Background: an optimization exercise with open tools, aiming at small area, a short achievable clock period and few clock cycles. Do not read the settings as production practice.
Where RTL was checked, it was by simulation tests only, not by an equivalence proof against the original.
Power and IR drop assume default switching activity.

Design rx_framer, start of the top module:
module rx_framer #(
    parameter CAP         = 128,         
    parameter IDX_W       = 7,           
    parameter MAX_PAYLOAD = 48,          
    parameter STG_AW      = 6            
) (
    input  wire             clk,
    input  wire             rst,           
    input  wire             init,          
    input  wire             rx_valid,      
    input  wire [7:0]       rx_data,
    input  wire             cfg_valid,     
    input  wire [7:0]       cfg_max_type,
    input  wire [1:0]       cfg_sel,       
    output wire [7:0]       val_type,      
    output wire [7:0]       val_len,
    input  wire             val_ok,
    output wire             disp_valid,    
    input  wire             disp_ready,
    output wire [1:0]       disp_tag,
    output wire [7:0]       disp_type,
    output wire [7:0]       disp_len,
    input  wire [STG_AW-1:0] stg_raddr,    
    output wire [7:0]       stg_rdata,
    output wire [IDX_W-1:0] rx_count,      
    output wire [15:0]      overflow_count,
    output wire             rx_fault,
    output wire             configured
);
Settings: LEC_CHECK=0, CAP_MARGIN=20, CORE_MARGIN=2, CORE_UTILIZATION=55, SETUP_SLACK_MARGIN=4.4, SLEW_MARGIN=20, SYNTH_HIERARCHICAL=1, SYNTH_MINIMUM_KEEP_SIZE=0; clock period 8.5 ns.
run.sh (not shown) runs the stock make flow with config.mk's settings and CLKGATE_MAP_FILE= SYNTH_SCRIPT=/design/flow/synth_recipe.tcl, a recipe that flattens the netlist after the stock synthesis.
Testbench counts at the start, summed over its fixed seeds: cycles 14,796.
Next try:
CTS_CLUSTER_DIAMETER = 120   (was not set)
CTS_CLUSTER_SIZE = 30   (was not set)
Outcome: Setup slack improved by 0.030 ns. Combinational power stays flat. Total power shrinks by 22%. Wire length shrinks by 1.6%.

---

Another version of the RTL of rx_framer (not shown whole).
Size: ~4,200 cells after synthesis, roughly 1,600 flip-flops, roughly 99 I/O pins.
## rx_framer
module rx_framer #(
    parameter CAP         = 128,         
    parameter IDX_W       = 7,           
    parameter MAX_PAYLOAD = 48,          
    parameter STG_AW      = 6            
) (
    input  wire             clk,
    input  wire             rst,           
    input  wire             init,          
    input  wire             rx_valid,      
    input  wire [7:0]       rx_data,
    input  wire             cfg_valid,     
    input  wire [7:0]       cfg_max_type,
    input  wire [1:0]       cfg_sel,       
    output wire [7:0]       val_type,      
    output wire [7:0]       val_len,
    input  wire             val_ok,
    output wire             disp_valid,    
    input  wire             disp_ready,
    output wire [1:0]       disp_tag,
    output wire [7:0]       disp_type,
    output wire [7:0]       disp_len,
    input  wire [STG_AW-1:0] stg_raddr,    
    output wire [7:0]       stg_rdata,
    output wire [IDX_W-1:0] rx_count,      
    output wire [15:0]      overflow_count,
    output wire             rx_fault,
    output wire             configured
);
    localparam [7:0] START1 = 8'hA5;
    localparam [7:0] START2 = 8'h5A;
    localparam [2:0] S_AWAIT1 = 3'd0,
                     S_AWAIT2 = 3'd1,
                     S_TYPE   = 3'd2,
                     S_SEQ    = 3'd3,
                     S_LEN    = 3'd4,
                     S_PAY    = 3'd5,
                     S_CKH    = 3'd6,
                     S_CKL    = 3'd7;
    function [15:0] crc16_update;
        input [15:0] c;
        input [7:0]  b;
        integer k;
        reg [15:0] x;
        begin
            x = c ^ {b, 8'h00};
            for (k = 0; k < 8; k = k + 1)
                x = x[15] ? ((x << 1) ^ 16'h1021) : (x << 1);
            crc16_update = x;
        end
    endfunction
    reg [7:0]       ring [0:CAP-1];
    reg [7:0]       stg  [0:MAX_PAYLOAD-1];
  ...
export LEC_CHECK = 0
export CAP_MARGIN = 20
export CORE_MARGIN = 2
export CORE_UTILIZATION = 40
export SETUP_SLACK_MARGIN = 4.1
export SLEW_MARGIN = 20
export SYNTH_HIERARCHICAL = 1
export SYNTH_MINIMUM_KEEP_SIZE = 0
create_clock -name core_clock -period 8.5 [get_ports {clk}]
The first run finished with timing, DRC and antenna clean.
Then changed:
- CORE_UTILIZATION: 40 -> 55
Effect:
- design area decreases by 1.5%
- sequential cell count is unchanged
- cell count decreases by 8.9%
- sequential power barely changes
No functional check of the RTL was part of any run of this note.

---

rx_framer, a different RTL version from the one above (not shown whole).
Size in the first run: about 99 I/O pins.
Settings: LEC_CHECK=0, CAP_MARGIN=20, CORE_MARGIN=2, CORE_UTILIZATION=55, CTS_CLUSTER_DIAMETER=110, CTS_CLUSTER_SIZE=28, SETUP_SLACK_MARGIN=4.7, SLEW_MARGIN=20, SYNTH_HIERARCHICAL=1, SYNTH_MINIMUM_KEEP_SIZE=0; clock period 8.5 ns.
Testbench counts at the start, summed over its fixed seeds: cycles 14,796.
Change:
CORE_UTILIZATION = 65   (was 55)
CTS_CLUSTER_DIAMETER = 120   (was 110)
CTS_CLUSTER_SIZE = 30   (was 28)
SETUP_SLACK_MARGIN = 4.4   (was 4.7)
Global-route usage goes up by 3.5 points; clock-buffer cell count shrinks by 4; worst hold slack improves by 14 ps; cell count went down by 3.7%; power shrinks by about 2.2%; final area is lower by about 1%.
Change:
CORE_UTILIZATION = 55   (was 65)
CTS_CLUSTER_DIAMETER = 100   (was 120)
CTS_CLUSTER_SIZE = 24   (was 30)
Worst setup slack degrades by 170 ps.
Clock-buffer cell count increases by 20.
First-iteration DRC count decreases by about 8%.
Wire length increases by 5.5%.
Synthesized cell count stays the same.
Via count decreases by 0.88%.
Non-clock buffer count decreases by 3.
Change:
CORE_UTILIZATION = 75   (was 55)
Result:
- routed wire length fell by 3.9%
- setup slack gains 150 ps
- clock skew fell by 5.4 ps
- total power fell by 0.36%
- cell count fell by 6.8%
- die area fell by 26%
- cell area fell by 0.55%
- combinational power fell by about 1%
- first-iteration DRC count rose by 43%
- worst hold slack loses 5.1 ps
- global-route usage rose by 9.3 points

---

== umber ==
Another version of the RTL of rx_framer (not shown whole).
For scale: about 99 I/O pins, about 62000 um2 of cells after synthesis.
Settings: LEC_CHECK=0, CAP_MARGIN=20, CORE_MARGIN=2, CORE_UTILIZATION=55, SETUP_SLACK_MARGIN=4.4, SLEW_MARGIN=20, SYNTH_HIERARCHICAL=1, SYNTH_MINIMUM_KEEP_SIZE=0; clock period 8.5 ns.
Testbench counts of umber, summed over its fixed seeds: cycles 14,735.
Setup changes, umber to lagoon
- SETUP_SLACK_MARGIN: 4.4 -> 4.1
==> comparison <==
- Looking at umber and lagoon, the cell area is a wash.
- Compared with umber, in lagoon count of cell instances traversed by the critical path went up; part of the total power dissipated in the clock network held.
- Of the two values seen for worst setup path startpoint, stg_raddr[1] was produced by lagoon and stg_raddr[5] by umber.
- Looking at last element of the critical path, the stg_rdata[6] result is from umber; the stg_rdata[2] one comes from lagoon.
- umber → lagoon: compound-cell area share of the yosys netlist ~0 delta, number of multi-input logic gates has remained practically unchanged, cell-internal power flat.
- Post-synthesis sequential element count delta (umber -> lagoon): insignificant
- lagoon vs. umber: total length of routed wires went down by 1700 um.

---

tundra:
rx_framer, a different RTL version from the one above (not shown whole).
Size: ~1,600 flip-flops, ~99 I/O pins, about 63,000 um2 of cells after synthesis.
// rx_framer
module rx_framer #(
    parameter CAP         = 128,         
    parameter IDX_W       = 7,           
    parameter MAX_PAYLOAD = 48,          
    parameter STG_AW      = 6            
) (
    input  wire             clk,
    input  wire             rst,           
    input  wire             init,          
    input  wire             rx_valid,      
    input  wire [7:0]       rx_data,
    input  wire             cfg_valid,     
    input  wire [7:0]       cfg_max_type,
    input  wire [1:0]       cfg_sel,       
    output wire [7:0]       val_type,      
    output wire [7:0]       val_len,
    input  wire             val_ok,
    output wire             disp_valid,    
    input  wire             disp_ready,
    output wire [1:0]       disp_tag,
    output wire [7:0]       disp_type,
    output wire [7:0]       disp_len,
    input  wire [STG_AW-1:0] stg_raddr,    
    output wire [7:0]       stg_rdata,
    output wire [IDX_W-1:0] rx_count,      
    output wire [15:0]      overflow_count,
    output wire             rx_fault,
    output wire             configured
);
    localparam [7:0] START1 = 8'hA5;
    localparam [7:0] START2 = 8'h5A;
    localparam [2:0] S_AWAIT1 = 3'd0,
                     S_AWAIT2 = 3'd1,
                     S_TYPE   = 3'd2,
                     S_SEQ    = 3'd3,
                     S_LEN    = 3'd4,
                     S_PAY    = 3'd5,
                     S_CKH    = 3'd6,
                     S_CKL    = 3'd7;
    function [15:0] crc16_update;
        input [15:0] c;
        input [7:0]  b;
        integer k;
        reg [15:0] x;
        begin
            x = c ^ {b, 8'h00};
            for (k = 0; k < 8; k = k + 1)
                x = x[15] ? ((x << 1) ^ 16'h1021) : (x << 1);
  ...
Settings: LEC_CHECK=0, CAP_MARGIN=20, CORE_MARGIN=2, CORE_UTILIZATION=60, SETUP_SLACK_MARGIN=3.6, SLEW_MARGIN=20; clock period 8.5 ns.
Testbench counts of tundra, summed over its fixed seeds: cycles 14,735.
### tundra -> indigo
Settings: swapping 60 for 40 in CORE_UTILIZATION.
### Flow results
indigo | status: complete | timing, DRC, antenna: pass
Summary of the comparison: critical path depth is lower in indigo, relative to tundra.
Reported for indigo and tundra, proportion of synthesized flip-flops having asynchronous set or reset turned out identical to the last digit.
Summary of indigo over tundra: clock-buffer cell count shows an increase of 4, setup TNS after final layout essentially unchanged.

---

rx_framer with an RTL version that a note above also has.
Size: roughly 3900 cells after synthesis, roughly 1500 flip-flops, roughly 60000 um2 of cells after synthesis.
make LEC_CHECK=0 CAP_MARGIN=20 CORE_MARGIN=2 CORE_UTILIZATION=65 CTS_CLUSTER_DIAMETER=100 CTS_CLUSTER_SIZE=24 SETUP_SLACK_MARGIN=4.4 SLEW_MARGIN=20 SYNTH_HIERARCHICAL=1 SYNTH_MINIMUM_KEEP_SIZE=0 finish   # period 8.5 ns
The baseline completed without violations.
Testbench counts at the start, summed over its fixed seeds: cycles 14,796.
Change:
- CORE_UTILIZATION: 65 -> 55
- CTS_CLUSTER_DIAMETER: 100 -> 120
- CTS_CLUSTER_SIZE: 24 -> 30
=> Setup slack got worse by 0.13 ns. Die area rises by about a fifth. Fmax falls by a few percent. Utilization falls by 12 points. Sequential power hardly moves. Global-route usage falls by 4.1 points. Wire length rises by a few percent. Worst hold slack stays flat. Area after synthesis stays the same. Design area falls slightly. Clock skew rises by 0.021 ns.
Change:
- CORE_UTILIZATION: 55 -> 65
- CTS_CLUSTER_DIAMETER: 120 -> 110
- CTS_CLUSTER_SIZE: 30 -> 26
- SETUP_SLACK_MARGIN: 4.4 -> 4.1
Result:
- The new run ran to the end with no violations
- first-iteration DRC count rose by a little under a tenth
- total power increases by a few percent
- fmax rose slightly
- area after synthesis is unchanged
- combinational power drops slightly
- hold slack is worse by 0.0065 ns
- worst setup slack improves by 0.087 ns

[afterwards: timing with drivers on the ports]
The results above use ideal ports. As a check the final layouts listed here were re-extracted and re-timed, cells and wires unchanged.
Step 1, drivers: a clkbuf_16 drives clk and a buf_2 each remaining input, both assumed.
Step 2, shift: input delay + t, output delay - t, t = (earliest + latest rising clock arrival at the registers) / 2. This alone moves slack from input paths to output paths.
Slacks: no drivers / after step 1 / after step 2; pairs: no drivers / after step 1.
run	t, ns	slack for setup (ns)	worst data-port slew with drivers (ns)
the first run of note 1	0.845	3.664 / 3.586 / 3.575	0.09
the second run of note 1	0.782	3.694 / 3.612 / 3.612	0.09
the first run of note 2	0.853	3.519 / 3.398 / 3.366	0.12
the second run of note 2	0.857	3.485 / 3.333 / 3.333	0.15
the first run of note 3	0.817	3.539 / 3.476 / 3.476	0.11
the second run of note 3	0.767	3.709 / 3.629 / 3.629	0.10
the third run of note 3	0.751	3.543 / 3.488 / 3.488	0.06
the fourth run of note 3	0.728	3.688 / 3.584 / 3.584	0.10
umber	0.863	3.681 / 3.601 / 3.601	0.09
lagoon	0.868	3.573 / 3.503 / 3.503	0.07
tundra	0.837	2.992 / 2.920 / 2.920	0.08
indigo	0.851	3.073 / 2.952 / 2.952	0.13
the first run of note 6	0.748	3.701 / 3.601 / 3.601	0.10
the second run of note 6	0.801	3.570 / 3.506 / 3.506	0.06
the third run of note 6	0.744	3.657 / 3.569 / 3.405	0.09
After both steps every run listed still meets setup and hold. The setup slack of the third run of note 6, which loses most, moves by -0.088 ns with the drivers and by -0.252 ns with both steps.
